Source: an optimization exercise on an open RTL-to-GDS flow (aim: small area, a short achievable clock period and few clock cycles). Production flows keep margins and buffers that such runs may drop.
At most, simulation tests tie the RTL to the original design; equivalence was not proved.
Function not checked in runs 1, 2 and 5: the RTL went through the layout flow alone.
Power and IR drop assume default switching activity.

### design/flow/design.v
module bhx_sixbit (
    input  wire [7:0] c,         
    input  wire       zero,      
    input  wire [1:0] ph,        
    input  wire [5:0] lo,        
    output reg        alpha,     
    output reg        ws,        
    output wire [5:0] val,       
    output reg  [7:0] byte_o     
);
    reg [5:0] v;
    always @(*) begin
        ws    = 1'b0;
        alpha = 1'b1;
        v     = 6'd0;
        case (c)
            8'h09, 8'h0A, 8'h0B, 8'h0C, 8'h0D, 8'h20: begin ws = 1'b1; alpha = 1'b0; end
            8'h21: v = 6'd0;   8'h22: v = 6'd1;   8'h23: v = 6'd2;   8'h24: v = 6'd3;
            8'h25: v = 6'd4;   8'h26: v = 6'd5;   8'h27: v = 6'd6;   8'h28: v = 6'd7;
            8'h29: v = 6'd8;   8'h2A: v = 6'd9;   8'h2B: v = 6'd10;  8'h2C: v = 6'd11;
            8'h2D: v = 6'd12;  8'h30: v = 6'd13;  8'h31: v = 6'd14;  8'h32: v = 6'd15;
            8'h33: v = 6'd16;  8'h34: v = 6'd17;  8'h35: v = 6'd18;  8'h36: v = 6'd19;
            8'h38: v = 6'd20;  8'h39: v = 6'd21;  8'h40: v = 6'd22;  8'h41: v = 6'd23;
            8'h42: v = 6'd24;  8'h43: v = 6'd25;  8'h44: v = 6'd26;  8'h45: v = 6'd27;
            8'h46: v = 6'd28;  8'h47: v = 6'd29;  8'h48: v = 6'd30;  8'h49: v = 6'd31;
            8'h4A: v = 6'd32;  8'h4B: v = 6'd33;  8'h4C: v = 6'd34;  8'h4D: v = 6'd35;
            8'h4E: v = 6'd36;  8'h50: v = 6'd37;  8'h51: v = 6'd38;  8'h52: v = 6'd39;
            8'h53: v = 6'd40;  8'h54: v = 6'd41;  8'h55: v = 6'd42;  8'h56: v = 6'd43;
            8'h58: v = 6'd44;  8'h59: v = 6'd45;  8'h5A: v = 6'd46;  8'h5B: v = 6'd47;
            8'h60: v = 6'd48;  8'h61: v = 6'd49;  8'h62: v = 6'd50;  8'h63: v = 6'd51;
            8'h64: v = 6'd52;  8'h65: v = 6'd53;  8'h66: v = 6'd54;  8'h68: v = 6'd55;
            8'h69: v = 6'd56;  8'h6A: v = 6'd57;  8'h6B: v = 6'd58;  8'h6C: v = 6'd59;
            8'h6D: v = 6'd60;  8'h70: v = 6'd61;  8'h71: v = 6'd62;  8'h72: v = 6'd63;
            default: alpha = 1'b0;
        endcase
    end
    assign val = zero ? 6'd0 : v;
    always @(*) begin
        case (ph)
            2'd1:    byte_o = {lo, val[5:4]};
            2'd2:    byte_o = {lo[3:0], val[5:2]};
            default: byte_o = {lo[1:0], val};
        endcase
    end
endmodule
module bhx_rle (
    input  wire       clk,
    input  wire       clear,     
    input  wire       en,        
    input  wire       tv,        
    input  wire [7:0] td,        
    input  wire       t_esc,     
    input  wire       t_small,   
    input  wire       full,      
    input  wire       o_free,    
    input  wire       src_done,  
    output reg        take,      
    output reg        emit,      
    output reg  [1:0] osel,      
    output reg        tinc1,     
    output reg        tinc2,     
    output reg        err,
    output reg  [4:0] ecode,
    output wire       busy       
);
    localparam ST_TOK = 2'd0;
    localparam ST_CNT = 2'd1;
    localparam ST_RUN = 2'd2;
    localparam E_MALFORMED = 5'h04;
    localparam E_TRUNC     = 5'h05;
    localparam E_CAP       = 5'h12;
    reg [1:0] st;
    reg       hp;        
    reg [7:0] cnt;       
    assign busy = (st != ST_TOK);
    reg [1:0] st_n;
    reg       hp_n;
    reg [7:0] cnt_n;
    wire n0 = t_small && (td[1:0] == 2'd0);
    wire n1 = t_small && (td[1:0] == 2'd1);
    wire n2 = t_small && (td[1:0] == 2'd2);
    always @(*) begin
        take  = 1'b0;
        emit  = 1'b0;
        osel  = 2'd0;
        tinc1 = 1'b0;
        tinc2 = 1'b0;
        err   = 1'b0;
        ecode = E_CAP;
        st_n  = st;
        hp_n  = hp;
        cnt_n = td - 8'd2;
        case (st)
            ST_TOK: if (tv) begin
                if (t_esc) begin
                    take = 1'b1; st_n = ST_CNT;
                end else if (full) begin
                    take = 1'b1; err = 1'b1;
                end else if (o_free) begin
                    take = 1'b1; emit = 1'b1; osel = 2'd0; tinc1 = 1'b1; hp_n = 1'b1;
                end
            end
            ST_CNT: if (tv) begin
                if (n0) begin
                    if (full) begin
                        take = 1'b1; err = 1'b1;
                    end else if (o_free) begin
                        take = 1'b1; emit = 1'b1; osel = 2'd1; tinc2 = 1'b1;
                        hp_n = 1'b1; st_n = ST_TOK;
                    end
                end else if (!hp) begin
                    take = 1'b1; err = 1'b1; ecode = E_MALFORMED;
                end else if (n1) begin
                    take = 1'b1; tinc2 = 1'b1; st_n = ST_TOK;
                end else if (full) begin
                    take = 1'b1; err = 1'b1;
                end else if (o_free) begin
                    take = 1'b1; emit = 1'b1; osel = 2'd2;
                    if (n2) begin
                        tinc2 = 1'b1; st_n = ST_TOK;
                    end else begin
                        st_n = ST_RUN;
                    end
                end
            end else if (src_done) begin
                err = 1'b1; ecode = E_TRUNC;
            end
            default: begin
                cnt_n = cnt - 8'd1;
                if (full) begin
                    err = 1'b1;
                end else if (o_free) begin
                    emit = 1'b1; osel = 2'd2;
                    if (cnt == 8'd1) begin
                        tinc2 = 1'b1; st_n = ST_TOK;
                    end
                end
            end
        endcase
        if (!en) begin
            take = 1'b0; emit = 1'b0; tinc1 = 1'b0; tinc2 = 1'b0; err = 1'b0;
        end
    end
    always @(posedge clk) begin
        if (clear) begin
            st <= ST_TOK;
            hp <= 1'b0;
        end else if (en) begin
            st <= st_n;
            hp <= hp_n;
            if (st == ST_RUN ? emit : take)
                cnt <= cnt_n;
        end
    end
endmodule
module bhx_stream (
    input  wire        clk,
    input  wire        rst,
    input  wire        start,
    input  wire [2:0]  op,
    input  wire [23:0] len,
    input  wire [23:0] base,
    input  wire [23:0] cap,
    output wire        busy,
    input  wire        in_valid,
    input  wire [7:0]  in_data,
    output wire        in_ready,
    output wire        out_valid,
    output wire [7:0]  out_data,
    input  wire        out_ready,
    output reg         done,
    output reg  [4:0]  err_code,
    output wire [2:0]  err_stage,
    output reg  [23:0] err_pos,
    output wire [7:0]  err_detail,
    output reg  [23:0] out_len
);
    localparam E_INVCHAR = 5'h03;
    localparam E_BADCMD  = 5'h10;
    localparam E_BADLEN  = 5'h11;
    reg        run;
    reg        six;       
    reg        rle;       
    reg        ir;        
    reg [22:0] rem;       
    reg        in_end;    
    reg        iv0, iv1;  
    reg [7:0]  id0, id1;
    reg [23:0] ipos;      
    reg [23:0] capl;      
    reg        full;      
    reg [2:0]  kc;        
    reg [5:0]  lo;        
    reg        tv;        
    reg [7:0]  td;        
    reg        t_esc;     
    reg        t_small;   
    reg        ov, sv;    
    reg [7:0]  od;        
    reg [7:0]  sd;
    wire sx_err  = err_code[1] & err_code[0];
    wire any_err = err_code[1] | err_code[2];
    wire accept  = start && !run;
    wire take    = in_valid && ir;
    wire room    = !sv;                  
    wire ph0     = (kc[1:0] == 2'd0);
    wire in_done = in_end && !iv0;       
    wire       flush = six && in_done && (kc != 3'd0) && !sx_err;
    wire       is_alpha, is_ws;
    wire [5:0] sx_val;
    wire [7:0] sx_byte;
    bhx_sixbit u_six (
        .c      (id0),
        .zero   (in_done),
        .ph     (kc[1:0]),
        .lo     (lo),
        .alpha  (is_alpha),
        .ws     (is_ws),
        .val    (sx_val),
        .byte_o (sx_byte)
    );
    wire       rl_take, rl_emit, rl_tinc1, rl_tinc2, rl_ev, rl_st;
    wire [1:0] rl_osel;
    wire [4:0] rl_code;
    wire       src_done = in_done && (!six || kc == 3'd0);
    wire       rl_en    = run && rle && !any_err;
    bhx_rle u_rle (
        .clk      (clk),
        .clear    (accept),
        .en       (rl_en),
        .tv       (tv),
        .td       (td),
        .t_esc    (t_esc),
        .t_small  (t_small),
        .full     (full),
        .o_free   (room),
        .src_done (src_done),
        .take     (rl_take),
        .emit     (rl_emit),
        .osel     (rl_osel),
        .tinc1    (rl_tinc1),
        .tinc2    (rl_tinc2),
        .err      (rl_ev),
        .ecode    (rl_code),
        .busy     (rl_st)
    );
    wire emit   = rle ? rl_emit : (tv && room && !sx_err);
    wire t_pop  = tv && (any_err || (rle ? rl_take : room));
    wire t_free = !tv || t_pop;
    wire i_pop    = iv0 && (sx_err || t_free || (six && ph0));
    wire ch_take  = i_pop && six && !sx_err;
    wire ch_alpha = ch_take && is_alpha;
    wire ch_bad   = ch_take && !is_alpha && !is_ws;
    wire fl_step  = flush && (ph0 || t_free);
    wire sx_adv   = ch_alpha || fl_step;
    wire push     = six ? (sx_adv && !ph0) : i_pop;    
    wire [7:0] nt = six ? sx_byte : id0;
    wire in_end_n = take ? (rem == 23'd1) : in_end;
    wire iv1_n    = i_pop ? (iv1 && take) : (iv1 || (iv0 && take));
    wire ir_n     = !in_end_n && !iv1_n;
    reg [7:0] nb;
    always @(*) begin
        case (rle ? rl_osel : 2'd0)
            2'd0:    nb = td;
            2'd1:    nb = 8'h90;
            default: nb = od;
        endcase
    end
    wire finish = run && in_done &&
                  (any_err || (src_done && !tv && !(rle && rl_st) && !sv && (!ov || out_ready)));
    wire [23:0] tpos_p1 = err_pos + 24'd1;
    wire [23:0] tpos_p2 = {err_pos[23:1] + 23'd1, err_pos[0]};
    assign busy       = run;
    assign in_ready   = ir;
    assign out_valid  = ov;
    assign out_data   = od;
    assign err_detail = td;
    assign err_stage  = (err_code == E_INVCHAR) ? 3'd2 :
                        (err_code[2] || (err_code[4] && err_code[1])) ? 3'd3 : 3'd0;
    always @(posedge clk) begin
        if (rst) begin
            run  <= 1'b0;
            done <= 1'b0;
            ir   <= 1'b0;
            ov   <= 1'b0;
            sv   <= 1'b0;
        end else if (accept) begin
            six        <= op[0];
            rle        <= op[1];
            rem        <= len[22:0];
            in_end     <= (len == 24'd0);
            ipos       <= base;
            capl       <= cap;
            full       <= (cap == 24'd0);
            kc         <= 3'd0;
            iv0        <= 1'b0;
            iv1        <= 1'b0;
            tv         <= 1'b0;
            ov         <= 1'b0;
            sv         <= 1'b0;
            out_len    <= 24'd0;
            err_pos    <= 24'd0;
            err_code   <= 5'd0;
            td         <= 8'd0;
            ir         <= 1'b0;
            if (op == 3'd0 || op > 3'd3) begin
                done     <= 1'b1;
                err_code <= E_BADCMD;
                td       <= {5'd0, op};
            end else if (len > 24'h40_0000) begin
                done     <= 1'b1;
                err_code <= E_BADLEN;
                err_pos  <= len;
            end else begin
                done <= 1'b0;
                run  <= 1'b1;
                ir   <= (len != 24'd0);
            end
        end else if (run) begin
            ir <= ir_n;
            if (take) begin
                rem    <= rem - 23'd1;
                in_end <= (rem == 23'd1);
            end
            if (i_pop) begin
                ipos <= ipos + 24'd1;
                if (iv1) begin
                    id0 <= id1;
                    iv1 <= take;
                    if (take) id1 <= in_data;
                end else begin
                    iv0 <= take;
                    if (take) id0 <= in_data;
                end
            end else if (!iv0) begin
                iv0 <= take;
                if (take) id0 <= in_data;
            end else if (take) begin
                iv1 <= 1'b1;
                id1 <= in_data;
            end
            if (sx_adv) begin
                kc <= kc + 3'd1;
                lo <= sx_val;
            end
            if (push) begin
                tv      <= 1'b1;
                td      <= nt;
                t_esc   <= (nt == 8'h90);
                t_small <= (nt[7:2] == 6'd0);
            end else if (t_pop) begin
                tv <= 1'b0;
            end
            if (!ov) begin
                ov <= emit;
                if (emit) od <= nb;
            end else if (out_ready) begin
                if (sv) begin
                    od <= sd;
                    sv <= 1'b0;
                end else begin
                    ov <= emit;
                    if (emit) od <= nb;
                end
            end else if (emit) begin
                sv <= 1'b1;
                sd <= nb;
            end
            if (emit) begin
                out_len <= out_len + 24'd1;
                capl    <= capl - 24'd1;
                full    <= (capl == 24'd1);
            end
            if (ch_bad) begin
                err_code <= E_INVCHAR;
                err_pos  <= ipos;
                td       <= id0;
            end else if (rl_ev) begin
                err_code <= rl_code;
            end else if (rl_tinc1) begin
                err_pos <= tpos_p1;
            end else if (rl_tinc2) begin
                err_pos <= tpos_p2;
            end
            if (finish) begin
                run  <= 1'b0;
                done <= 1'b1;
                ir   <= 1'b0;
                ov   <= 1'b0;
                sv   <= 1'b0;
                if (!any_err)
                    err_pos <= 24'd0;
                else
                    out_len <= 24'd0;
                if (!sx_err)
                    td <= 8'd0;
            end
        end
    end
endmodule
### design/flow/run.sh
#!/bin/bash
# synth_recipe.tcl (not shown) runs the flow's synth.tcl, then flattens the netlist and writes it again
# the make line also repeats each setting of config.mk as NAME=value (left out here)
make -C /OpenROAD-flow-scripts/flow DESIGN_CONFIG=/design/flow/config.mk WORK_HOME=/design/flow/orfs CLKGATE_MAP_FILE= SYNTH_SCRIPT=/design/flow/synth_recipe.tcl finish
### design/flow/config.mk
export PLATFORM = sky130hd
export DESIGN_NAME = bhx_stream
export DESIGN_NICKNAME = bhx_stream
export VERILOG_FILES = /design/flow/design.v
export SDC_FILE = /design/flow/constraint.sdc
export NUM_CORES = 4
export LEC_CHECK = 0
export ABC_CLOCK_PERIOD_IN_PS = 2300
export CAP_MARGIN = 20
export CORE_MARGIN = 2
export CORE_UTILIZATION = 40
export PLACE_DENSITY = 0.6
export SETUP_SLACK_MARGIN = 2.5
export SLEW_MARGIN = 20
### design/flow/constraint.sdc
create_clock -name core_clock -period 5.0 [get_ports {clk}]
set_input_delay 1.0000 -clock core_clock [delete_from_list [all_inputs] [get_ports {clk}]]
set_output_delay 1.0000 -clock core_clock [all_outputs]
set_load 0.01 [all_outputs]
==> Implementation_results.wiki, run 1 <==
{| class="wikitable"
! Metric !! Value
|-
| Clock tree from TritonCTS || built
|-
| Critical path type || flip-flop to flip-flop
|-
| Cell chain of the critical path || nand2b_4, a2111o_1, a21o_4, a211oi_2, o21ai_1, o21a_2, buf_6, ha_1, a211oi_2, a2111oi_2, a211o_1
|-
| Launch point of the worst hold path || done
|-
| Initial antenna violation count || 1
|-
| Area of all sequential standard cells || 6000 um^2
|-
| Standby leakage power || 6.69 nW
|-
| Critical register-to-register path startpoint || td[1]
|-
| Core area || 31500 um^2
|-
| Achievable clock frequency || 325 MHz
|-
| Worst path required time || 5420 ps
|-
| Number of library cell types mapped by synthesis || 83
|-
| Area Growth Syn to Fin || 42.5%
|-
| Final Hold Viols || 0
|-
| Final critical path time including I/O delays and setup || 3070 ps
|-
| Detailed Routing Iterations Pass 1 || 5
|-
| Die Footprint || 33400 um^2
|-
| Reg power frac || 42.8%
|-
| Max Buffers Root-to-Sink || 3
|-
| Routed via count divided by cell count || 5.73
|-
| Final antenna-violating net count || 0
|-
| Global routing usage summed across all routing layers || 23.6%
|-
| Fraction of the mapped netlist area in compound gates || 16.8%
|-
| Total internal power || 3.61 mW
|-
| Total of hold buffers inserted after clock tree synthesis || 0
|-
| Netlist area before placement || 12800 um^2
|-
| Synth Area per Inst || 9.37 um^2
|-
| Max Cap Violations || 0
|-
| Max Transition Viols Final || 0
|-
| Vias after detailed routing || 11.9k
|-
| Transition time at the pin with the least slew margin || 891 ps
|-
| Setup repair after global routing missed its margin || yes
|-
| Dominant combinational cell family by area after synthesis || simple AND/OR/NAND/NOR gates
|-
| Minimum setup slack among reg-to-reg paths || 1930 ps
|-
| Element type at the critical path end || flip-flop
|-
| Post-route fraction of the period consumed by the critical path || 61.5%
|-
| Post-placement worst setup slack || 947 ps
|-
| Global route total overflow || 0
|-
| Top fanout value on the critical path || 5
|-
| Final routed DRC violation total || 0
|-
| First-iteration detailed-routing DRC count || 1130
|-
| Kind of cell with the highest combined delay on the critical path || compound AO/OA/AOI/OAI gates
|-
| Synth Area in Adders || 2.53%
|-
| DIE WIDTH || 183 um
|-
| Multi-input logic area || 7500 um^2
|-
| Share of Yosys cell area claimed by the top area cell type || 44.4%
|-
| Number of enable-type register cells in the synthesized netlist || 189
|-
| Worst-case headroom to the max-slew limit || 40.4%
|-
| Worst Setup Slack, final || 1930 ps
|-
| Critical-path top delay cell || sky130_fd_sc_hd__a2111o_1
|-
| Bufs and invs on worst path || 1
|-
| Half-perimeter wire length of the detailed placement result || 27100 um
|-
| Library cell with the largest summed area after synthesis || sky130_fd_sc_hd__edfxtp_1
|-
| Switching Fraction || 26.8%
|-
| Maximum number of pins on one net before global-route repair || 68
|-
| Multiplexer share of the synthesized area || 2.59%
|-
| Number of global-route vias before repair || 11.2k
|-
| Leading register cell type out of synthesis || sky130_fd_sc_hd__edfxtp_1
|-
| Run status || finished clean
|-
| WL/cell || 19.8 um
|-
| Power spent charging and discharging nets || 1.32 mW
|-
| Fill cell instance count of the final layout || 2670
|-
| Maximum resistive drop on vdd || 0.000226 V
|-
| Worst-skew pair later-pin latency || 530 ps
|-
| Synthesized instance count || 1362
|-
| Count of boundary I/O pins || 164
|-
| Part of the Yosys area used for sequential elements || 47.0%
|-
| Commonest cells after routing, fill and taps aside || sky130_fd_sc_hd__edfxtp_1, sky130_fd_sc_hd__nand2_1, sky130_fd_sc_hd__buf_4, sky130_fd_sc_hd__nor2_1, sky130_fd_sc_hd__clkdlybuf4s50_1
|-
| Commonest non-fill, non-tap cell in the layout || sky130_fd_sc_hd__edfxtp_1
|-
| Synthesis-stage register bit count || 205
|-
| Wire length of the first global-routing pass || 62600 um
|-
| Path category of the worst min-delay check || flip-flop to flip-flop
|-
| Power per cell area || 271 nW/um^2
|-
| Combinational share of power || 17.5%
|-
| First element of the critical path || td[1]
|-
| Element type at the critical path start || flip-flop
|-
| Setup total negative slack || 0 ps
|-
| Synth Area in XOR/XNOR || 7.61%
|-
| Setup Skew || 10.7 ps
|-
| Total number of nets in the final design || 1765
|-
| Portion of total power attributed to the clock network || 39.6%
|-
| CP max stage delay || 560 ps
|-
| Num CTS Buffers || 25
|-
| Fraction of registers with async set/reset || 0%
|-
| Most common cell type on the critical path || sky130_fd_sc_hd__a211oi_2
|-
| Clk sink count || 205
|-
| Clock root buffer || sky130_fd_sc_hd__clkbuf_16
|-
| Total number of yosys warnings || 3
|-
| Post-detailed-routing wire length || 41100 um
|-
| Number of standard-cell rows in the floorplan || 65
|-
| Share of post-route cells with drive strength above 1 || 24.8%
|-
| Max H-tree Level || 1
|-
| Setup-failing EPs final || 0
|-
| Largest cells by area after synthesis || sky130_fd_sc_hd__edfxtp_1, sky130_fd_sc_hd__nand2_1, sky130_fd_sc_hd__o21ai_0, sky130_fd_sc_hd__xnor2_1, sky130_fd_sc_hd__nor2_1
|-
| Number of buffer cells added on primary ports || 161
|-
| Vertical die dimension || 183 um
|-
| Fraction of the mapped netlist area in simple logic gates || 19.8%
|-
| Clock-pin slew of the registers on the worst-case setup and hold paths || 60 ps
|-
| Routability congestion estimate || 0.882
|-
| Critical path data arrival time || 3490 ps
|-
| Initial cell density of the core || 40.6%
|}
power groups by stage:
stage	sequential (mW)	clock [mW]	combinational (mW)
2_1_floorplan	2.13	0	0.405
4_1_cts	2.10	1.98	0.799
5_1_grt	2.12	2.05	0.933
3_3_place_gp	2.15	0	0.670
3_5_place_dp	2.15	0	0.676
6_report	2.11	1.95	0.864
sequential cells by signal (all words and copies together), names as in the netlist, 23 cells and up, named ones only:
name / count
err_pos: 24
rem: 23
out_len: 24
capl: 24
ipos: 24
cell usage after synthesis (all sizes together) (4+ instances only):
master	n
nand2b	16
a22o	4
buf	22
xor2	50
a21oi	65
a31oi	19
nand3b	6
nand3	45
nor2b	8
o211ai	11
and4	4
nand4	13
inv	42
nand2	182
a32oi	4
ha	25
dfxtp	16
edfxtp	189
mux2	8
nor4	27
nor3	30
a22oi	27
o31ai	5
or2	4
xnor2	61
o21ai	135
a21o	7
clkbuf	50
a2111oi	5
or3	14
and3	24
o22ai	7
a211oi	10
and2	14
nor2	136
mux2i	24
per-stage QoR:
stage	hold slack, ps	util (%)	instance area (um^2)	power (mW)	instances
2_1_floorplan	496	-	13100	2.53	1363
3_3_place_gp	490	47.5	14900	2.82	1868
3_5_place_dp	483	47.5	14900	2.83	1868
4_1_cts	497	55.1	17300	4.88	2028
5_1_grt	521	57.8	18200	5.10	2073
6_report	497	57.8	18200	4.92	2074
worst reg2reg max path: stages, from the launching register on:
cell,delay (ps)
sky130_fd_sc_hd__edfxtp_1,420
sky130_fd_sc_hd__nand2b_4,160
sky130_fd_sc_hd__a2111o_1,560
sky130_fd_sc_hd__a21o_4,320
sky130_fd_sc_hd__a211oi_2,250
sky130_fd_sc_hd__o21ai_1,110
sky130_fd_sc_hd__o21a_2,180
sky130_fd_sc_hd__buf_6,150
sky130_fd_sc_hd__ha_1,290
sky130_fd_sc_hd__a211oi_2,220
sky130_fd_sc_hd__a2111oi_2,60
sky130_fd_sc_hd__a211o_1,240
worst paths after layout:
kind	to	cells past startpoint
worst max register to register	flip-flop	11
worst max-delay path	flip-flop	11
worst min-delay path	done	2
worst min register to register	done	2
final cells by class:
| type | instances | area share (%) |
|---|---|---|
| multi-input combinational | 1050 | 41.2 |
| antenna | 1 | 0.0138 |
| timing repair inverter | 2 | 0.0688 |
| inverter | 42 | 0.969 |
| clock inverter | 13 | 0.969 |
| clock buffer | 33 | 3.88 |
| tap | 402 | 2.76 |
| timing repair buffer | 326 | 17.1 |
| sequential | 205 | 33.0 |
cell families (layout without fill, tap and decap cells):
family / Yosys count / count (layout)
other cells: 1 / 3
xor+xnor: 111 / 111
compound gates: 337 / 340
simple gates: 536 / 539
mux: 32 / 32
fa+ha+maj: 26 / 26
buf+inv: 114 / 416
flops: 205 / 205
metal layers:
metal,up-vias,GRT usage (%),share of wire [%]
met2,469,37.6,46
met5,-,0,0
li1,5592,-,-
met3,77,3.45,6.9
met4,0,7.32,2.6
met1,5740,33.3,44
timing repair:
item / in CTS / in global routing
setup endpoints to repair: 334 / 209
pin swaps: 43 / 39
gates resized for setup: 204 / 133
setup buffers: 103 / 45
gates cloned: 11 / 0
==> inputs of run 2 (changes only) <==
--- a/design/flow/config.mk
+++ b/design/flow/config.mk
@@ -11,4 +11,4 @@
 export CORE_UTILIZATION = 40
 export PLACE_DENSITY = 0.6
-export SETUP_SLACK_MARGIN = 2.5
+export SETUP_SLACK_MARGIN = 2.7
 export SLEW_MARGIN = 20
==> run 2 against run 1 <==
Still clean. Area after synthesis unchanged. Clock skew up 15 ps. Non-clock buffer count up 59. Wire length up 4.1%. Combinational power up 11%. Synthesized cell count unchanged. Register-to-register slack better by 20 ps. Sequential power about the same. First-iteration DRC count down 8.6%. Power down 4.5%. Global-route usage up 0.64 points.
==> Implementation_results.wiki, run 2 <==
{| class="wikitable"
! Metric !! Value
|-
| Run status || finished clean
|-
| Vertical die dimension || 183 um (unchanged)
|-
| Commonest cells after routing, fill and taps aside || sky130_fd_sc_hd__edfxtp_1, sky130_fd_sc_hd__nand2_1, sky130_fd_sc_hd__buf_4, sky130_fd_sc_hd__nor2_1, sky130_fd_sc_hd__dlygate4sd2_1
|-
| Setup total negative slack || 0 ps (unchanged)
|-
| Initial cell density of the core || 40.6% (unchanged)
|-
| Standby leakage power || 7.00 nW (+4.7%)
|-
| Top fanout value on the critical path || 5 (unchanged)
|-
| Wire length of the first global-routing pass || 64600 um (+3.2%)
|-
| Final Hold Viols || 0 (unchanged)
|-
| Share of Yosys cell area claimed by the top area cell type || 44.4% (unchanged)
|-
| Destination of the worst hold path || done
|-
| Critical register-to-register path startpoint || t_small
|-
| Switching Fraction || 28.2% (+1.4 points)
|-
| Element type at the critical path start || flip-flop
|-
| Die Footprint || 33400 um^2 (unchanged)
|-
| Leading register cell type out of synthesis || sky130_fd_sc_hd__edfxtp_1
|-
| Achievable clock frequency || 327 MHz (+0.49%)
|-
| Overall power after layout || 4.70 mW (-4.5%)
|-
| Post-detailed-routing wire length || 42800 um (+4.1%)
|-
| Max Buffers Root-to-Sink || 3 (unchanged)
|-
| CP max stage delay || 510 ps (-50 ps)
|-
| Critical-path top delay cell || sky130_fd_sc_hd__a2111o_1
|-
| Commonest non-fill, non-tap cell in the layout || sky130_fd_sc_hd__edfxtp_1
|-
| Cell chain of the critical path || and3b_1, a2111o_1, a211oi_4, buf_6, nor2_4, buf_6, a21oi_4, inv_4, ha_4, inv_4, a2bb2o_4, a32oi_1, o22ai_1
|-
| Initial antenna violation count || 0 (-1)
|-
| Num CTS Buffers || 25 (unchanged)
|-
| Synthesized instance count || 1362 (unchanged)
|-
| Power per cell area || 247 nW/um^2 (-8.6%)
|-
| Global route total overflow || 0 (unchanged)
|-
| Total internal power || 3.38 mW (-6.4%)
|-
| Clock tree from TritonCTS || built
|-
| Reg power frac || 44.7% (+1.9 points)
|-
| Global routing usage summed across all routing layers || 24.3% (+0.64 points)
|-
| Library cell with the largest summed area after synthesis || sky130_fd_sc_hd__edfxtp_1
|-
| Max H-tree Level || 1 (unchanged)
|-
| Transition time at the pin with the least slew margin || 833 ps (-58.1 ps)
|-
| Launch point of the worst hold path || done
|-
| Fill cell instance count of the final layout || 2581 (-3.3%)
|-
| Number of enable-type register cells in the synthesized netlist || 189 (unchanged)
|-
| DIE WIDTH || 183 um (unchanged)
|-
| Maximum number of pins on one net before global-route repair || 95 (+40%)
|-
| Netlist area before placement || 12800 um^2 (unchanged)
|-
| WL/cell || 20.1 um (+1.2%)
|-
| Max Transition Viols Final || 0 (unchanged)
|-
| Part of the Yosys area used for sequential elements || 47.0% (unchanged)
|-
| Core area || 31500 um^2 (unchanged)
|-
| Element type at the critical path end || flip-flop
|-
| Final antenna-violating net count || 0 (unchanged)
|-
| Critical path data arrival time || 3460 ps (-30 ps)
|-
| Setup Skew || 25.5 ps (+14.8 ps)
|-
| Post-route fraction of the period consumed by the critical path || 61.2% (-0.30 points)
|-
| Post-route core utilization || 60.4% (+2.6 points)
|-
| Final critical path time including I/O delays and setup || 3060 ps (-15.0 ps)
|-
| Clk sink count || 205 (unchanged)
|-
| Maximum resistive drop on vdd || 0.000258 V (+14%)
|-
| First-iteration detailed-routing DRC count || 1033 (-8.6%)
|-
| Total number of yosys warnings || 3 (unchanged)
|-
| Length in cells of the worst reg-to-reg path || 13 (+2)
|-
| Minimum setup slack among reg-to-reg paths || 1940 ps (+20 ps)
|-
| Number of standard-cell rows in the floorplan || 65 (unchanged)
|-
| Final routed DRC violation total || 0 (unchanged)
|-
| Max Cap Violations || 0 (unchanged)
|-
| Number of buffer cells added on primary ports || 161 (unchanged)
|-
| Total number of nets in the final design || 1824 (+3.3%)
|-
| Clock root buffer || sky130_fd_sc_hd__clkbuf_16
|-
| Synthesis-stage register bit count || 205 (unchanged)
|-
| Vias after detailed routing || 12.2k (+2.5%)
|-
| Number of global-route vias before repair || 11.6k (+2.8%)
|-
| Fraction of registers with async set/reset || 0% (unchanged)
|-
| Portion of total power attributed to the clock network || 34.9% (-4.7 points)
|-
| Largest cells by area after synthesis || sky130_fd_sc_hd__edfxtp_1, sky130_fd_sc_hd__nand2_1, sky130_fd_sc_hd__o21ai_0, sky130_fd_sc_hd__xnor2_1, sky130_fd_sc_hd__nor2_1
|-
| Detailed Routing Iterations Pass 1 || 6 (+1)
|-
| Clock-pin slew of the registers on the worst-case setup and hold paths || 60 ps (about the same)
|-
| Routability congestion estimate || 0.912 (+3.4%)
|-
| Half-perimeter wire length of the detailed placement result || 26600 um (-2.0%)
|-
| Count of boundary I/O pins || 164 (unchanged)
|-
| Synth Area per Inst || 9.37 um^2 (unchanged)
|-
| Routed via count divided by cell count || 5.71 (-0.25%)
|-
| Critical path type || flip-flop to flip-flop
|-
| Worst path required time || 5400 ps (-20 ps)
|-
| Number of library cell types mapped by synthesis || 83 (unchanged)
|-
| Hold Path Depth || 2 (unchanged)
|-
| Power spent charging and discharging nets || 1.33 mW (+0.65%)
|-
| Setup-failing EPs final || 0 (unchanged)
|-
| Path category of the worst min-delay check || flip-flop to flip-flop
|-
| Worst-case headroom to the max-slew limit || 44.3% (+3.9 points)
|-
| Setup repair after global routing missed its margin || yes
|-
| Combinational share of power || 20.4% (+2.9 points)
|-
| Worst-skew pair later-pin latency || 530 ps (about the same)
|-
| Share of post-route cells with drive strength above 1 || 30.6% (+5.8 points)
|-
| Library cell with the highest instance count after synthesis || sky130_fd_sc_hd__edfxtp_1
|-
| Area Growth Syn to Fin || 48.9%
|-
| Top post-synthesis cells by count || sky130_fd_sc_hd__edfxtp_1, sky130_fd_sc_hd__nand2_1, sky130_fd_sc_hd__nor2_1
|}
run 2: metal layers:
| layer | track usage [%] | vias to the layer above | share of wire (%) |
|---|---|---|---|
| met4 | 5.65 | 0 | 1.9 |
| li1 | - | 5712 | - |
| met3 | 3.53 | 62 | 7.0 |
| met2 | 38.3 | 502 | 46 |
| met1 | 35.2 | 5904 | 45 |
| met5 | 0 | - | 0 |
run 2: cell type report:
cell class	count	area, um^2	share of cell area, %
clock inverters	12	58.8	0.309
multi-input cells	1051	7880	41.4
flip-flops and latches	205	6010	31.6
inverters	42	186	0.981
diodes	1	2.50	0.0132
repair buffers	385	3710	19.5
repair inverters	1	7.51	0.0395
clock buffers	33	656	3.45
well taps	402	503	2.65
run 2: worst max-delay path by stage:
stage           startpoint         to  cells past startpoint
2_1_floorplan        td[0]  flip-flop                     13
3_3_place_gp      in_valid  flip-flop                     11
3_5_place_dp      in_valid  flip-flop                      9
4_1_cts            t_small  flip-flop                     11
5_1_grt        err_code[1]  flip-flop                     14
6_report           t_small  flip-flop                     13
run 2: cells by family after synthesis:
family	count (synthesis)	share of synthesized area, %
muxes	32	2.59
AOI/OAI and AO/OA	337	16.8
adders and majority gates	26	2.53
other	1	0.0294
buffers and inverters	114	3.73
and+or+nand+nor	536	19.8
DFF	205	47.0
xor gates and xnor gates	111	7.61
run 2: repair_timing:
action	CTS	global route
buffers inserted	151	53
cloned	12	4
pin swaps	83	87
hold buffers	0	0
endpoints found under the setup margin	416	241
gates resized for setup	309	170
run 2: critical path: cells and delay by family (launching register included):
kind	cells	cell delay (ps)
AO/OA/AOI/OAI	6	1500
flip-flops	1	440
AND/OR/NAND/NOR	2	290
buffers and inverters	4	470
adder cells (fa/ha/maj)	1	260
run 2: through the flow:
step	instances	worst slack, ps	hold WS [ps]	cell area [um^2]
finish	2132	1940	521	19000
global route	2131	1850	547	19000
CTS	2074	1980	499	17900
detailed placement	1866	997	487	15100
global placement	1866	1020	501	15100
floorplan	1363	2060	496	13300
run 2: power by group through the flow:
stage                     Combinational [mW]  Sequential (mW)  Clock [mW]
after floorplan                        0.421             2.13           0
after global placement                 0.679             2.16           0
after detailed placement               0.682             2.16           0
after CTS                              0.859             2.10        1.67
after global routing                    1.03             2.11        1.73
final                                  0.959             2.10        1.64
==> inputs of run 3 (changes only) <==
--- a/design/flow/design.v
+++ b/design/flow/design.v
@@ -192,8 +192,9 @@
     reg [2:0]  kc;        
     reg [5:0]  lo;        
-    reg        tv;        
+    reg        tv, tv1;   
     reg [7:0]  td;        
-    reg        t_esc;     
-    reg        t_small;   
+    reg [7:0]  td1;
+    reg        t_esc, t_esc1;       
+    reg        t_small, t_small1;   
     reg        ov, sv;    
     reg [7:0]  od;        
@@ -247,5 +248,5 @@
     wire emit   = rle ? rl_emit : (tv && room && !sx_err);
     wire t_pop  = tv && (any_err || (rle ? rl_take : room));
-    wire t_free = !tv || t_pop;
+    wire t_free = !tv1;                  
     wire i_pop    = iv0 && (sx_err || t_free || (six && ph0));
     wire ch_take  = i_pop && six && !sx_err;
@@ -297,4 +298,5 @@
             iv1        <= 1'b0;
             tv         <= 1'b0;
+            tv1        <= 1'b0;
             ov         <= 1'b0;
             sv         <= 1'b0;
@@ -344,11 +346,24 @@
                 lo <= sx_val;
             end
-            if (push) begin
+            if (t_pop && tv1) begin
                 tv      <= 1'b1;
-                td      <= nt;
-                t_esc   <= (nt == 8'h90);
-                t_small <= (nt[7:2] == 6'd0);
-            end else if (t_pop) begin
-                tv <= 1'b0;
+                td      <= td1;
+                t_esc   <= t_esc1;
+                t_small <= t_small1;
+            end else if (t_pop || !tv) begin
+                tv <= push;
+                if (push) begin
+                    td      <= nt;
+                    t_esc   <= (nt == 8'h90);
+                    t_small <= (nt[7:2] == 6'd0);
+                end
+            end
+            if (t_pop && tv1 || !tv1 && tv && !t_pop) begin
+                tv1 <= push;
+                if (push) begin
+                    td1      <= nt;
+                    t_esc1   <= (nt == 8'h90);
+                    t_small1 <= (nt[7:2] == 6'd0);
+                end
             end
             if (!ov) begin
@@ -376,4 +391,6 @@
                 err_pos  <= ipos;
                 td       <= id0;
+                tv       <= 1'b0;
+                tv1      <= 1'b0;
             end else if (rl_ev) begin
                 err_code <= rl_code;
--- a/design/flow/config.mk
+++ b/design/flow/config.mk
@@ -11,4 +11,4 @@
 export CORE_UTILIZATION = 40
 export PLACE_DENSITY = 0.6
-export SETUP_SLACK_MARGIN = 2.7
+export SETUP_SLACK_MARGIN = 2.8
 export SLEW_MARGIN = 20
==> run 3 against run 2 <==
Clock-buffer cell count grew 7. Critical path type unchanged. Die area up 3.9%. Area after synthesis rose by 4.0%.
==> Implementation_results.wiki, run 3 <==
{| class="wikitable"
! Metric !! Value
|-
| Part of the Yosys area used for sequential elements || 47.6% (+0.69 points)
|-
| Total number of yosys warnings || 3 (unchanged)
|-
| Die Footprint || 34700 um^2 (+3.9%)
|-
| Length in cells of the worst reg-to-reg path || 12 (-1)
|-
| Core area || 32600 um^2 (+3.6%)
|-
| Standby leakage power || 7.04 nW (+0.46%)
|-
| Synth Area in XOR/XNOR || 7.85% (+0.24 points)
|-
| Library cell with the largest summed area after synthesis || sky130_fd_sc_hd__edfxtp_1
|-
| Share of post-route cells with drive strength above 1 || 35.0% (+4.4 points)
|-
| Count of boundary I/O pins || 164 (unchanged)
|-
| Max Cap Violations || 0 (unchanged)
|-
| Area Growth Syn to Fin || 45.8%
|-
| Number of enable-type register cells in the synthesized netlist || 200 (+5.8%)
|-
| Max Buffers Root-to-Sink || 3 (unchanged)
|-
| Element type at the critical path end || flip-flop
|-
| Routability congestion estimate || 0.864 (-5.2%)
|-
| Wire length of the first global-routing pass || 63500 um (-1.8%)
|-
| Clock-pin slew of the registers on the worst-case setup and hold paths || 60 ps (about the same)
|-
| Largest cells by area after synthesis || sky130_fd_sc_hd__edfxtp_1, sky130_fd_sc_hd__xnor2_1, sky130_fd_sc_hd__nand2_1, sky130_fd_sc_hd__o21ai_0, sky130_fd_sc_hd__nor2_1
|-
| Final routed DRC violation total || 0 (unchanged)
|-
| Worst-skew pair later-pin latency || 530 ps (about the same)
|-
| Detailed Routing Iterations Pass 1 || 7 (+1)
|-
| Top post-synthesis cells by count || sky130_fd_sc_hd__edfxtp_1, sky130_fd_sc_hd__nand2_1, sky130_fd_sc_hd__nor2_1
|-
| Num CTS Buffers || 26 (+4.0%)
|-
| Total of hold buffers inserted after clock tree synthesis || 0 (unchanged)
|-
| Clock root buffer || sky130_fd_sc_hd__clkbuf_16
|-
| Area after DPL || 15400 um^2 (+2.3%)
|-
| Max Transition Viols Final || 0 (unchanged)
|-
| Fraction of the mapped netlist area in compound gates || 16.8% (+0.044 points)
|-
| Synth Area per Inst || 9.61 um^2 (+2.6%)
|-
| Global route total overflow || 0 (unchanged)
|-
| Fraction of the mapped netlist area in simple logic gates || 19.5% (-0.22 points)
|-
| Max H-tree Level || 1 (unchanged)
|-
| Post-detailed-routing wire length || 43400 um (+1.6%)
|-
| Worst-case headroom to the max-slew limit || 46.0% (+1.7 points)
|-
| Final critical path time including I/O delays and setup || 2640 ps (-419 ps)
|-
| Dominant combinational cell family by area after synthesis || simple AND/OR/NAND/NOR gates
|-
| Vias after detailed routing || 12.6k (+3.2%)
|-
| Reg power frac || 45.7% (+1.0 points)
|-
| Critical path type || flip-flop to flip-flop
|-
| Critical path data arrival time || 3060 ps (-400 ps)
|-
| Number of standard-cell rows in the floorplan || 66 (+1.5%)
|-
| Power per cell area || 243 nW/um^2 (-2.0%)
|-
| First-iteration detailed-routing DRC count || 939 (-9.1%)
|-
| Maximum number of pins on one net before global-route repair || 61 (-36%)
|-
| Top fanout value on the critical path || 10 (+5)
|-
| Portion of total power attributed to the clock network || 39.1% (+4.2 points)
|-
| Total number of nets in the final design || 1867 (+2.4%)
|-
| Global routing usage summed across all routing layers || 23.2% (-1.0 points)
|-
| Setup-failing EPs final || 0 (unchanged)
|-
| Element type at the critical path start || flip-flop
|-
| Multiplexer share of the synthesized area || 2.32% (-0.27 points)
|-
| Vertical die dimension || 186 um (+1.9%)
|-
| Netlist area before placement || 13300 um^2 (+4.0%)
|-
| Final antenna-violating net count || 0 (unchanged)
|-
| Share of Yosys cell area claimed by the top area cell type || 45.2% (+0.78 points)
|-
| Number of buffer cells added on primary ports || 161 (unchanged)
|-
| Clk sink count || 216 (+5.4%)
|-
| Initial antenna violation count || 1 (+1)
|-
| Power spent charging and discharging nets || 1.22 mW (-8.1%)
|-
| Setup Skew || 8.90 ps (-16.6 ps)
|-
| Library cell with the highest instance count after synthesis || sky130_fd_sc_hd__edfxtp_1
|-
| Clock tree from TritonCTS || built
|-
| Maximum resistive drop on vdd || 0.000247 V (-4.3%)
|-
| Post-route fraction of the period consumed by the critical path || 52.8% (-8.4 points)
|-
| Number of library cell types mapped by synthesis || 87 (+4.8%)
|-
| Total internal power || 3.48 mW (+3.0%)
|-
| Transition time at the pin with the least slew margin || 809 ps (-24.3 ps)
|-
| Combinational share of power || 15.2% (-5.2 points)
|-
| DIE WIDTH || 186 um (+1.9%)
|-
| Commonest non-fill, non-tap cell in the layout || sky130_fd_sc_hd__edfxtp_1
|-
| Minimum setup slack among reg-to-reg paths || 2360 ps (+420 ps)
|-
| Run status || finished clean
|-
| Post-Layout Inst Area || 19400 um^2 (+1.8%)
|-
| Half-perimeter wire length of the detailed placement result || 26400 um (-0.59%)
|-
| WL/cell || 19.6 um (-2.4%)
|-
| Switching Fraction || 26.0% (-2.2 points)
|-
| Fraction of registers with async set/reset || 0% (unchanged)
|-
| Synth Area in Adders || 2.24% (-0.29 points)
|-
| Path category of the worst min-delay check || flip-flop to flip-flop
|-
| Worst path required time || 5420 ps (+20 ps)
|-
| Initial cell density of the core || 40.7% (+0.14 points)
|-
| Leading register cell type out of synthesis || sky130_fd_sc_hd__edfxtp_1
|-
| Post-route core utilization || 59.3% (-1.0 points)
|-
| Synthesis-stage register bit count || 216 (+5.4%)
|-
| Routed via count divided by cell count || 5.66 (-0.86%)
|-
| Setup total negative slack || 0 ps (unchanged)
|-
| Hold Path Depth || 2 (unchanged)
|-
| Achievable clock frequency || 379 MHz (+16%)
|-
| Synthesized instance count || 1381 (+1.4%)
|-
| Setup repair after global routing missed its margin || yes
|-
| Commonest cells after routing, fill and taps aside || sky130_fd_sc_hd__edfxtp_1, sky130_fd_sc_hd__buf_4, sky130_fd_sc_hd__nand2_1, sky130_fd_sc_hd__nor2_1, sky130_fd_sc_hd__o21ai_0
|-
| Number of global-route vias before repair || 11.7k (+1.4%)
|-
| Final Hold Viols || 0 (unchanged)
|}
-- run 3: cell count changes after synthesis, sizes merged, moves of 6 or more --
cell    change
edfxtp     +11
xnor2      +13
nand4       +8
or3         -9
and2        -6
a21oi       +9
nand2      -14
nor3       +13
nor2       -11
-- run 3: final timing paths --
kind                     from        end
setup / recovery  err_code[1]  flip-flop
hold / removal          sd[7]      od[7]
setup reg to reg  err_code[1]  flip-flop
hold reg to reg         sd[7]      od[7]
-- run 3: layer usage --
layer  wire [um]  global-route usage [%]
met5           0                       0
met4        1270                    7.50
met3        3130                    3.41
met2       20400                    37.7
met1       18600                    32.1
-- run 3: what timing repair did --
action                                 4_1_cts  5_1_grt
gates cloned                                 9        2
setup endpoints to repair                  392      232
pin swaps                                   58       88
gates resized for setup                    499      214
endpoints found under the hold margin        0        0
setup buffers                              175       60
-- run 3: cells by family (layout without fill, tap and decap cells) --
kind of cell	count (synthesis)	in the layout
compound gates	352	355
xor+xnor	119	119
fa+ha+maj	24	24
buf+inv	110	498
flops	216	216
mux	30	30
other cells	1	3
simple gates	529	532
-- run 3: power by group through the flow --
stage	Sequential [mW]	Combinational [mW]	Clock [mW]
floorplan	2.18	0.310	0
global placement	2.19	0.525	0
detailed placement	2.20	0.531	0
CTS	2.14	0.661	1.85
global route	2.15	0.768	1.94
finish	2.15	0.713	1.84
-- run 3: worst max-delay path: stages (launching register included) --
cell and delay [ps]:
sky130_fd_sc_hd__edfxtp_1 480, sky130_fd_sc_hd__buf_6 170, sky130_fd_sc_hd__nand2_4 80, sky130_fd_sc_hd__buf_12 150, sky130_fd_sc_hd__a21o_4 190, sky130_fd_sc_hd__buf_8 150, sky130_fd_sc_hd__mux2i_4 280, sky130_fd_sc_hd__a21oi_4 110
sky130_fd_sc_hd__buf_4 180, sky130_fd_sc_hd__buf_4 150, sky130_fd_sc_hd__nand3_1 120, sky130_fd_sc_hd__o221ai_2 130, sky130_fd_sc_hd__a221o_1 320
-- run 3: cell type report --
class | count | area (um^2)
fill | 2695 | 13300
multi-input combinational | 1062 | 7910
sequential | 216 | 6340
timing repair buffer | 413 | 3570
clock buffer | 40 | 744
tap | 442 | 553
inverter | 37 | 175
clock inverter | 8 | 65.1
antenna | 1 | 2.50
-- run 3: stage by stage --
stage	power, mW	hold WS (ps)	instances	worst slack, ps
4_1_cts	4.65	526	2156	2460
2_1_floorplan	2.49	486	1382	1980
6_report	4.70	531	2219	2360
3_3_place_gp	2.72	504	1924	923
5_1_grt	4.86	553	2218	2290
3_5_place_dp	2.73	513	1924	858
Testbench counts of run 3, summed over its fixed seeds: cycles 137,032.
==> inputs of run 4 (changes only) <==
--- a/design/flow/config.mk
+++ b/design/flow/config.mk
@@ -11,4 +11,4 @@
 export CORE_UTILIZATION = 40
 export PLACE_DENSITY = 0.6
-export SETUP_SLACK_MARGIN = 2.8
+export SETUP_SLACK_MARGIN = 2.5
 export SLEW_MARGIN = 20
==> run 4 against run 3 <==
Setup slack gained 4.9 ps. Register-to-register slack hardly changed. Non-clock buffer count down 79. Via count decreased by 5.0%. Clock skew about the same. Synthesized cell count unchanged. Combinational power down 7.9%. Final cell count shrank 3.5%. Clock power up 13%. Wire length down 7.1%. Area after synthesis unchanged. Clock-buffer cell count is 3 lower.
==> Implementation_results.wiki, run 4 <==
{| class="wikitable"
! Metric !! Value
|-
| Transition time at the pin with the least slew margin || 919 ps (+110 ps)
|-
| Number of buffer cells added on primary ports || 161 (unchanged)
|-
| Max Buffers Root-to-Sink || 3 (unchanged)
|-
| Max Cap Violations || 0 (unchanged)
|-
| DIE WIDTH || 186 um (unchanged)
|-
| Die Footprint || 34700 um^2 (unchanged)
|-
| Hold Path Depth || 2 (unchanged)
|-
| Top fanout value on the critical path || 6 (-4)
|-
| Portion of total power attributed to the clock network || 42.6% (+3.5 points)
|-
| Final standard cell count with taps included and fillers excluded || 2142 (-3.5%)
|-
| Cell chain of the critical path || buf_6, buf_6, nand2_2, buf_6, buf_12, a21o_4, buf_12, mux2i_4, a21o_4, buf_6, buf_4, mux2i_1, a221o_1, nand3_1
|-
| Detailed Routing Iterations Pass 1 || 7 (unchanged)
|-
| Reg power frac || 43.9% (-1.8 points)
|-
| Half-perimeter wire length of the detailed placement result || 26400 um (about the same)
|-
| Top post-synthesis cells by count || sky130_fd_sc_hd__edfxtp_1, sky130_fd_sc_hd__nand2_1, sky130_fd_sc_hd__nor2_1
|-
| Fill cell instance count of the final layout || 2835 (+5.2%)
|-
| Number of enable-type register cells in the synthesized netlist || 200 (unchanged)
|-
| Final routed DRC violation total || 0 (unchanged)
|-
| Final Hold Viols || 0 (unchanged)
|-
| Number of library cell types mapped by synthesis || 87 (unchanged)
|-
| Maximum resistive drop on vdd || 0.000239 V (-3.2%)
|-
| Cell count along the critical path || 14 (+2)
|-
| Clock tree from TritonCTS || built
|-
| Final antenna-violating net count || 0 (unchanged)
|-
| Run status || finished clean
|-
| Number of standard-cell rows in the floorplan || 66 (unchanged)
|-
| Max Transition Viols Final || 0 (unchanged)
|-
| Netlist area before placement || 13300 um^2 (unchanged)
|-
| Bufs and invs on worst path || 7 (+2)
|-
| Share of Yosys cell area claimed by the top area cell type || 45.2% (unchanged)
|-
| Total number of yosys warnings || 3 (unchanged)
|-
| Achievable clock frequency || 379 MHz (+0.19%)
|-
| Switching Fraction || 24.2% (-1.8 points)
|-
| Path category of the worst min-delay check || flip-flop to flip-flop
|-
| Routed via count divided by cell count || 5.57 (-1.6%)
|-
| Num CTS Buffers || 27 (+3.8%)
|-
| Library cell with the largest summed area after synthesis || sky130_fd_sc_hd__edfxtp_1
|-
| Routability congestion estimate || 0.906 (+4.9%)
|-
| Vertical die dimension || 186 um (unchanged)
|-
| Launch point of the worst hold path || sd[7]
|-
| Clk sink count || 216 (unchanged)
|-
| Post-route fraction of the period consumed by the critical path || 52.7% (-0.098 points)
|-
| Worst path required time || 5470 ps (+50 ps)
|-
| Vias after detailed routing || 11.9k (-5.0%)
|-
| Element type at the critical path start || flip-flop
|-
| Critical path data arrival time || 3110 ps (+50 ps)
|-
| Share of post-route cells with drive strength above 1 || 21.8% (-13 points)
|-
| Setup repair after global routing missed its margin || yes
|-
| Critical-path top delay cell || sky130_fd_sc_hd__edfxtp_1
|-
| Critical register-to-register path startpoint || err_code[1]
|-
| Library cell with the highest instance count after synthesis || sky130_fd_sc_hd__edfxtp_1
|-
| Number of global-route vias before repair || 11.3k (-3.8%)
|-
| Cell total after placement || 1929 (+0.26%)
|-
| WL/cell || 18.8 um (-3.8%)
|-
| Synth Area per Inst || 9.61 um^2 (unchanged)
|-
| Combinational share of power || 13.5% (-1.7 points)
|-
| Count of boundary I/O pins || 164 (unchanged)
|-
| Synthesis-stage register bit count || 216 (unchanged)
|-
| Post-route core utilization || 56.7% (-2.7 points)
|-
| Wire length of the first global-routing pass || 60800 um (-4.2%)
|-
| Total of hold buffers inserted after clock tree synthesis || 0 (unchanged)
|-
| Leading register cell type out of synthesis || sky130_fd_sc_hd__edfxtp_1
|-
| Final critical path time including I/O delays and setup || 2640 ps (-4.90 ps)
|-
| Setup Skew || 8.90 ps (-0.000340 ps)
|-
| Setup total negative slack || 0 ps (unchanged)
|-
| Kind of cell with the highest combined delay on the critical path || buffers and inverters
|-
| Fraction of registers with async set/reset || 0% (unchanged)
|-
| Global routing usage summed across all routing layers || 22.1% (-1.1 points)
|-
| Initial cell density of the core || 40.7% (unchanged)
|-
| Power spent charging and discharging nets || 1.18 mW (-3.2%)
|-
| Commonest non-fill, non-tap cell in the layout || sky130_fd_sc_hd__edfxtp_1
|-
| Total internal power || 3.70 mW (+6.5%)
|-
| Power per cell area || 264 nW/um^2 (+8.9%)
|-
| Most common cell type on the critical path || sky130_fd_sc_hd__buf_6
|-
| First element of the critical path || err_code[1]
|-
| Initial antenna violation count || 3 (+2)
|-
| Total number of nets in the final design || 1788 (-4.2%)
|-
| Length in cells of the worst reg-to-reg path || 14 (+2)
|-
| Worst-skew pair later-pin latency || 540 ps (about the same)
|-
| Standby leakage power || 6.76 nW (-3.9%)
|-
| Post-detailed-routing wire length || 40300 um (-7.1%)
|-
| Synthesized instance count || 1381 (unchanged)
|-
| Setup-failing EPs final || 0 (unchanged)
|-
| Worst-case headroom to the max-slew limit || 38.5% (-7.4 points)
|-
| First-iteration detailed-routing DRC count || 783 (-17%)
|-
| Critical path type || flip-flop to flip-flop
|-
| Clock-pin slew of the registers on the worst-case setup and hold paths || 60 ps (about the same)
|-
| Maximum number of pins on one net before global-route repair || 110 (+80%)
|-
| Global route total overflow || 0 (unchanged)
|-
| Part of the Yosys area used for sequential elements || 47.6% (unchanged)
|-
| Largest cells by area after synthesis || sky130_fd_sc_hd__edfxtp_1, sky130_fd_sc_hd__xnor2_1, sky130_fd_sc_hd__nand2_1, sky130_fd_sc_hd__o21ai_0, sky130_fd_sc_hd__nor2_1
|-
| Max H-tree Level || 1 (unchanged)
|-
| Core area || 32600 um^2 (unchanged)
|-
| Commonest cells after routing, fill and taps aside || sky130_fd_sc_hd__edfxtp_1, sky130_fd_sc_hd__nand2_1, sky130_fd_sc_hd__buf_4, sky130_fd_sc_hd__nor2_1, sky130_fd_sc_hd__o21ai_0
|-
| Element type at the critical path end || flip-flop
|-
| Clock root buffer || sky130_fd_sc_hd__clkbuf_16
|-
| CP max stage delay || 390 ps (-90 ps)
|-
| Area Growth Syn to Fin || 39.2%
|}
-- run 4: cell count changes in the layout (fill, tap and decap cells not counted), sizes merged, moves of 2 or more --
cell,previous run,this run
buf,313,172
dlygate4sd2,5,49
dlymetal6s2s,0,27
clkdlybuf4s50,58,82
inv,33,37
bufinv,1,6
clkdlybuf4s15,12,1
nor2,127,125
clkbuf,64,40
-- run 4: metrics by stage --
step / setup slack, ps / hold WS [ps] / instance area, um^2 / total power [mW]
after floorplan: 1980 / 486 / 13400 / 2.47
after global placement: 1000 / 504 / 15300 / 2.71
after detailed placement: 981 / 512 / 15300 / 2.71
after CTS: 2380 / 527 / 17600 / 4.87
after global routing: 2280 / 558 / 18500 / 5.06
final: 2360 / 524 / 18500 / 4.88
-- run 4: kinds of logic (layout without fill, tap and decap cells) --
family | Yosys count | in the layout | synth area share (%)
flops | 216 | 216 | 47.6
other cells | 1 | 4 | 0.0282
mux | 30 | 30 | 2.32
simple gates | 529 | 529 | 19.5
fa+ha+maj | 24 | 24 | 2.24
buf+inv | 110 | 423 | 3.54
compound gates | 352 | 355 | 16.8
xor+xnor | 119 | 119 | 7.85
-- run 4: timing repair --
item / CTS / global route
cloned: 4 / 4
setup endpoints to repair: 304 / 152
pin swaps: 41 / 48
resized for setup: 174 / 110
setup buffers: 108 / 45
hold endpoints to repair: 0 / 0
-- run 4: power by group through the flow --
stage / registers (mW) / clock network [mW] / logic [mW]
final: 2.14 / 2.08 / 0.657
after global routing: 2.15 / 2.20 / 0.712
after CTS: 2.14 / 2.12 / 0.607
after detailed placement: 2.20 / 0 / 0.518
after global placement: 2.19 / 0 / 0.512
after floorplan: 2.18 / 0 / 0.294
-- run 4: area by class of cell --
cell class                 instances  area (um^2)  share of cell area, %
clock buffer                      37          723                   3.91
clock inverter                    13          216                   1.17
tap                              442          553                   2.99
antenna                            2         5.00                 0.0271
multi-input combinational       1059         7280                   39.4
inverter                          37          161                  0.873
timing repair inverter             2         13.8                 0.0744
sequential                       216         6330                   34.3
timing repair buffer             334         3200                   17.3
-- run 4: metal layers --
layer / up-vias / wire length (um) / global-route usage [%]
met4: 2 / 922 / 5.26
li1: 5712 / - / -
met5: - / 11 / 0
met2: 420 / 18600 / 35.7
met3: 75 / 2830 / 3.64
met1: 5725 / 18000 / 31.2
-- run 4: worst register-to-register path, stage by stage (launching register included) --
cell and delay (ps):
sky130_fd_sc_hd__edfxtp_1 390, sky130_fd_sc_hd__buf_6 130, sky130_fd_sc_hd__buf_6 90, sky130_fd_sc_hd__nand2_2 50, sky130_fd_sc_hd__buf_6 120, sky130_fd_sc_hd__buf_12 130
sky130_fd_sc_hd__a21o_4 240, sky130_fd_sc_hd__buf_12 150, sky130_fd_sc_hd__mux2i_4 200, sky130_fd_sc_hd__a21o_4 280, sky130_fd_sc_hd__buf_6 150, sky130_fd_sc_hd__buf_4 130
sky130_fd_sc_hd__mux2i_1 110, sky130_fd_sc_hd__a221o_1 350, sky130_fd_sc_hd__nand3_1 80
-- run 4: path summary, 6_finish.rpt --
| check | slack (ps) | endpoint |
|---|---|---|
| setup / recovery | 2360 | flip-flop |
| hold / removal | 520 | od[7] |
| setup reg to reg | 2360 | flip-flop |
| hold reg to reg | 520 | od[7] |
==> inputs of run 5 (changes only) <==
--- a/design/flow/design.v
+++ b/design/flow/design.v
@@ -185,6 +185,6 @@
     reg [22:0] rem;       
     reg        in_end;    
-    reg        iv0, iv1;  
-    reg [7:0]  id0, id1;
+    reg        iv0;       
+    reg [7:0]  id0;
     reg [23:0] ipos;      
     reg [23:0] capl;      
@@ -257,7 +257,11 @@
     wire push     = six ? (sx_adv && !ph0) : i_pop;    
     wire [7:0] nt = six ? sx_byte : id0;
-    wire in_end_n = take ? (rem == 23'd1) : in_end;
-    wire iv1_n    = i_pop ? (iv1 && take) : (iv1 || (iv0 && take));
-    wire ir_n     = !in_end_n && !iv1_n;
+    wire       in_end_n = take ? (rem == 23'd1) : in_end;
+    wire       iv0_n    = take || (iv0 && !i_pop);
+    wire       t_shift  = (t_pop && tv1) || (!tv1 && tv && !t_pop);
+    wire       tv1_n    = !ch_bad && (t_shift ? push : tv1);
+    wire [2:0] kc_n     = sx_adv ? kc + 3'd1 : kc;
+    wire       ir_n     = !in_end_n &&
+                          (!iv0_n || sx_err || ch_bad || !tv1_n || (six && kc_n[1:0] == 2'd0));
     reg [7:0] nb;
     always @(*) begin
@@ -270,6 +274,4 @@
     wire finish = run && in_done &&
                   (any_err || (src_done && !tv && !(rle && rl_st) && !sv && (!ov || out_ready)));
-    wire [23:0] tpos_p1 = err_pos + 24'd1;
-    wire [23:0] tpos_p2 = {err_pos[23:1] + 23'd1, err_pos[0]};
     assign busy       = run;
     assign in_ready   = ir;
@@ -296,5 +298,4 @@
             kc         <= 3'd0;
             iv0        <= 1'b0;
-            iv1        <= 1'b0;
             tv         <= 1'b0;
             tv1        <= 1'b0;
@@ -325,21 +326,9 @@
                 in_end <= (rem == 23'd1);
             end
-            if (i_pop) begin
+            if (i_pop)
                 ipos <= ipos + 24'd1;
-                if (iv1) begin
-                    id0 <= id1;
-                    iv1 <= take;
-                    if (take) id1 <= in_data;
-                end else begin
-                    iv0 <= take;
-                    if (take) id0 <= in_data;
-                end
-            end else if (!iv0) begin
-                iv0 <= take;
-                if (take) id0 <= in_data;
-            end else if (take) begin
-                iv1 <= 1'b1;
-                id1 <= in_data;
-            end
+            iv0 <= iv0_n;
+            if (take)
+                id0 <= in_data;
             if (sx_adv) begin
                 kc <= kc + 3'd1;
@@ -359,5 +348,5 @@
                 end
             end
-            if (t_pop && tv1 || !tv1 && tv && !t_pop) begin
+            if (t_shift) begin
                 tv1 <= push;
                 if (push) begin
@@ -395,8 +384,6 @@
             end else if (rl_ev) begin
                 err_code <= rl_code;
-            end else if (rl_tinc1) begin
-                err_pos <= tpos_p1;
-            end else if (rl_tinc2) begin
-                err_pos <= tpos_p2;
+            end else if (rl_tinc1 | rl_tinc2) begin
+                err_pos <= {err_pos[23:1] + {22'd0, rl_tinc2 | err_pos[0]}, err_pos[0] ^ rl_tinc1};
             end
             if (finish) begin
==> run 5 against run 4 <==
Final area fell by 3.7%. Clock-buffer cell count fell by 7. Largest power group unchanged. Final cell count fell by 2.1%. Fmax is 3.8% lower. Area after synthesis down 0.65%. Critical path type is now input pin to flip-flop. Still clean on timing, DRC and antenna. Highest routed layer is now met4. Largest cell class unchanged.
==> Implementation_results.wiki, run 5 <==
{| class="wikitable"
! Metric !! Value
|-
| First-iteration detailed-routing DRC count || 984 (+26%)
|-
| Core area || 32500 um^2 (-0.25%)
|-
| CP max stage delay || 510 ps (+120 ps)
|-
| Num CTS Buffers || 25 (-7.4%)
|-
| Post-route core utilization || 54.7% (-1.9 points)
|-
| Post-route fraction of the period consumed by the critical path || 54.8% (+2.1 points)
|-
| Die Footprint || 34400 um^2 (-0.64%)
|-
| Wire length of the first global-routing pass || 61700 um (+1.5%)
|-
| Library cell with the largest summed area after synthesis || sky130_fd_sc_hd__edfxtp_1
|-
| Cell chain of the critical path || clkdlybuf4s50_1, nor4_1, nand4_1, nor2_4, nor3_2, buf_4, a222oi_1, nand2_1
|-
| Routed via count divided by cell count || 5.72 (+2.7%)
|-
| Setup repair after global routing missed its margin || yes
|-
| Top fanout value on the critical path || 22 (+16)
|-
| Setup total negative slack || 0 ps (unchanged)
|-
| Worst-case headroom to the max-slew limit || 31.8% (-6.7 points)
|-
| Commonest non-fill, non-tap cell in the layout || sky130_fd_sc_hd__edfxtp_1
|-
| Share of post-route cells with drive strength above 1 || 20.6% (-1.2 points)
|-
| Max Transition Viols Final || 0 (unchanged)
|-
| Final standard cell count with taps included and fillers excluded || 2098 (-2.1%)
|-
| Part of the Yosys area used for sequential elements || 45.9% (-1.7 points)
|-
| Clk sink count || 207 (-4.2%)
|-
| Critical register-to-register path startpoint || err_code[1]
|-
| Path category of the worst min-delay check || flip-flop to flip-flop
|-
| Vias after detailed routing || 12.0k (+0.55%)
|-
| Clock root buffer || sky130_fd_sc_hd__clkbuf_16
|-
| Initial antenna violation count || 1 (-2)
|-
| Global routing usage summed across all routing layers || 22.7% (+0.54 points)
|-
| Kind of cell with the highest combined delay on the critical path || simple AND/OR/NAND/NOR gates
|-
| Tightest hold margin || 516 ps (-7.26 ps)
|-
| WL/cell || 19.5 um (+3.8%)
|-
| Element type at the critical path end || flip-flop
|-
| Critical path data arrival time || 3010 ps (-100 ps)
|-
| Synthesized instance count || 1370 (-0.80%)
|-
| Leading register cell type out of synthesis || sky130_fd_sc_hd__edfxtp_1
|-
| Clock-pin slew of the registers on the worst-case setup and hold paths || 60 ps (about the same)
|-
| Final Hold Viols || 0 (unchanged)
|-
| Cell total after placement || 1911 (-0.93%)
|-
| Synth Area per Inst || 9.63 um^2 (+0.15%)
|-
| Bufs and invs on worst path || 2 (-5)
|-
| Post-Layout Inst Area || 17800 um^2 (-3.7%)
|-
| Maximum number of pins on one net before global-route repair || 70 (-36%)
|-
| Area Growth Syn to Fin || 35.0%
|-
| Vertical die dimension || 186 um (-0.32%)
|-
| Clock tree from TritonCTS || built
|-
| Run status || finished clean
|-
| Cell count along the critical path || 8 (-6)
|-
| Library cell with the highest instance count after synthesis || sky130_fd_sc_hd__edfxtp_1
|-
| Multi-input logic area || 7240 um^2 (-0.55%)
|-
| Worst-skew pair later-pin latency || 520 ps (-20 ps)
|-
| Top post-synthesis cells by count || sky130_fd_sc_hd__edfxtp_1, sky130_fd_sc_hd__nand2_1, sky130_fd_sc_hd__o21ai_0
|-
| Max H-tree Level || 1 (unchanged)
|-
| Standby leakage power || 6.49 nW (-4.0%)
|-
| Met2 routed wirelength || 19000 um (+2.0%)
|-
| Power per cell area || 248 nW/um^2 (-5.9%)
|-
| Minimum setup slack among reg-to-reg paths || 2260 ps (-100 ps)
|-
| Top sig layer || met4
|-
| Setup-failing EPs final || 0 (unchanged)
|-
| Fraction of registers with async set/reset || 0% (unchanged)
|-
| DIE WIDTH || 186 um (-0.32%)
|-
| Area after DPL || 15300 um^2 (unchanged)
|-
| Routability congestion estimate || 0.850 (-6.2%)
|-
| Length in cells of the worst reg-to-reg path || 12 (-2)
|-
| Global route total overflow || 0 (unchanged)
|-
| Commonest cells after routing, fill and taps aside || sky130_fd_sc_hd__edfxtp_1, sky130_fd_sc_hd__nand2_1, sky130_fd_sc_hd__buf_4, sky130_fd_sc_hd__clkdlybuf4s50_1
|-
| Largest cells by area after synthesis || sky130_fd_sc_hd__edfxtp_1, sky130_fd_sc_hd__o21ai_0, sky130_fd_sc_hd__nand2_1, sky130_fd_sc_hd__xor2_1, sky130_fd_sc_hd__xnor2_1
|-
| Routed wl met3 || 2770 um (-2.2%)
|-
| Share of Yosys cell area claimed by the top area cell type || 43.5% (-1.8 points)
|-
| Element type at the critical path start || input pin
|-
| Total number of yosys warnings || 3 (unchanged)
|-
| First element of the critical path || len[19]
|-
| Number of library cell types mapped by synthesis || 95 (+9.2%)
|-
| Initial cell density of the core || 40.5% (-0.16 points)
|-
| Half-perimeter wire length of the detailed placement result || 27100 um (+2.5%)
|-
| Post-Route M1 WL || 18300 um (+2.1%)
|-
| Maximum resistive drop on vdd || 0.000218 V (-8.6%)
|-
| Achievable clock frequency || 365 MHz (-3.8%)
|-
| Area of all sequential standard cells || 6070 um^2 (-4.2%)
|-
| Count of boundary I/O pins || 164 (unchanged)
|-
| Synthesis-stage register bit count || 207 (-4.2%)
|-
| Post-detailed-routing wire length || 41000 um (+1.6%)
|-
| Capture point of the worst reg-to-reg path || err_pos[17]
|-
| Setup Skew || 12.6 ps (+3.67 ps)
|-
| Final antenna-violating net count || 0 (unchanged)
|-
| Number of buffer cells added on primary ports || 161 (unchanged)
|-
| Critical-path top delay cell || sky130_fd_sc_hd__clkdlybuf4s50_1
|-
| Max Buffers Root-to-Sink || 3 (unchanged)
|-
| Fill cell instance count of the final layout || 2950 (+4.1%)
|-
| Final critical path time including I/O delays and setup || 2740 ps (+105 ps)
|-
| Number of enable-type register cells in the synthesized netlist || 191 (-4.5%)
|-
| Transition time at the pin with the least slew margin || 1020 ps (+97.2 ps)
|-
| Termination of the worst setup path || err_pos[17]
|-
| Total number of nets in the final design || 1750 (-2.1%)
|-
| Critical path type || input pin to flip-flop
|-
| Number of standard-cell rows in the floorplan || 66 (unchanged)
|-
| Worst path required time || 5270 ps (-200 ps)
|-
| Max Cap Violations || 0 (unchanged)
|-
| Final routed DRC violation total || 0 (unchanged)
|-
| Detailed Routing Iterations Pass 1 || 5 (-2)
|-
| Netlist area before placement || 13200 um^2 (-0.65%)
|-
| Number of global-route vias before repair || 11.2k (-0.35%)
|}
## run 5: cell families after synthesis
family                     synth area share (%)
DFF                                        45.9
xor gates and xnor gates                   7.44
buffers and inverters                      4.08
and+or+nand+nor                            18.4
adders and majority gates                  2.26
other                                    0.0284
muxes                                      2.62
AOI/OAI and AO/OA                          19.3
## run 5: repair_timing
item | 4_1_cts | 5_1_grt
pin swaps | 33 | 34
gates resized for setup | 136 | 75
buffers inserted | 92 | 44
gates cloned | 5 | 2
setup endpoints to repair | 246 | 157
hold buffers | 0 | 0
hold endpoints to repair | 0 | 0
## run 5: per-stage QoR
step	setup slack, ps	total power, mW
floorplan	2070	2.37
global placement	1050	2.60
detailed placement	1040	2.61
CTS	2230	4.42
global route	2130	4.58
finish	2260	4.43
## run 5: per-layer routing
layer | up-vias | global-route usage (%)
li1 | 5676 | -
met1 | 5806 | 31.9
met2 | 448 | 36.6
met3 | 70 | 3.19
met4 | 0 | 5.95
met5 | - | 0
## run 5: final cells by class
type	count	area share, %
Sequential cell	207	34.1
Timing Repair Buffer	322	16.8
Antenna cell	1	0.0140
Inverter	43	0.962
Timing Repair inverter	1	0.0421
Tap cell	442	3.10
Multi-Input combinational cell	1039	40.6
Clock inverter	13	0.632
Clock buffer	30	3.73
## run 5: worst min-delay path by stage
stage / from / endpoint / cells past startpoint
after floorplan: t_small1 / t_small / 1
after detailed placement: done / done / 1
final: done / done / 1
after global routing: done / done / 1
after CTS: done / done / 1
after global placement: done / done / 1
## run 5: report_power, final
part	internal, mW	switching [mW]	leakage (nW)
Combinational	0.286	0.320	4.17
Clock	1.04	0.724	0.384
Sequential	1.98	0.0726	1.94

## static timing again, ports no longer ideal
No port has a modelled driver above. Below, the same layouts with a new extraction and two added sets of constraints. Step 1 assumes that a clkbuf_16 drives the clock port and a buf_2 every other input. Step 2 also shifts input and output timing later by t, the mid clock arrival at the registers, as if the neighbouring blocks saw the same clock. Slacks: ideal / step 1 / step 2; pairs: ideal / step 1.
| run | shift t [ns] | setup slack, ns | cell pins on the clock port's net |
|---|---|---|---|
| run 1 | 0.573 | 1.925 / 1.925 / 1.398 | 1 |
| run 2 | 0.568 | 1.940 / 1.940 / 1.543 | 1 |
| run 3 | 0.579 | 2.359 / 2.334 / 1.810 | 1 |
| run 4 | 0.589 | 2.364 / 2.364 / 1.792 | 1 |
| run 5 | 0.568 | 2.259 / 2.263 / 1.717 | 1 |
After both steps setup and hold are still met in every run listed. For run 4, which loses most, drivers alone change the setup slack by 0.000 ns; drivers and shift together by -0.572 ns.
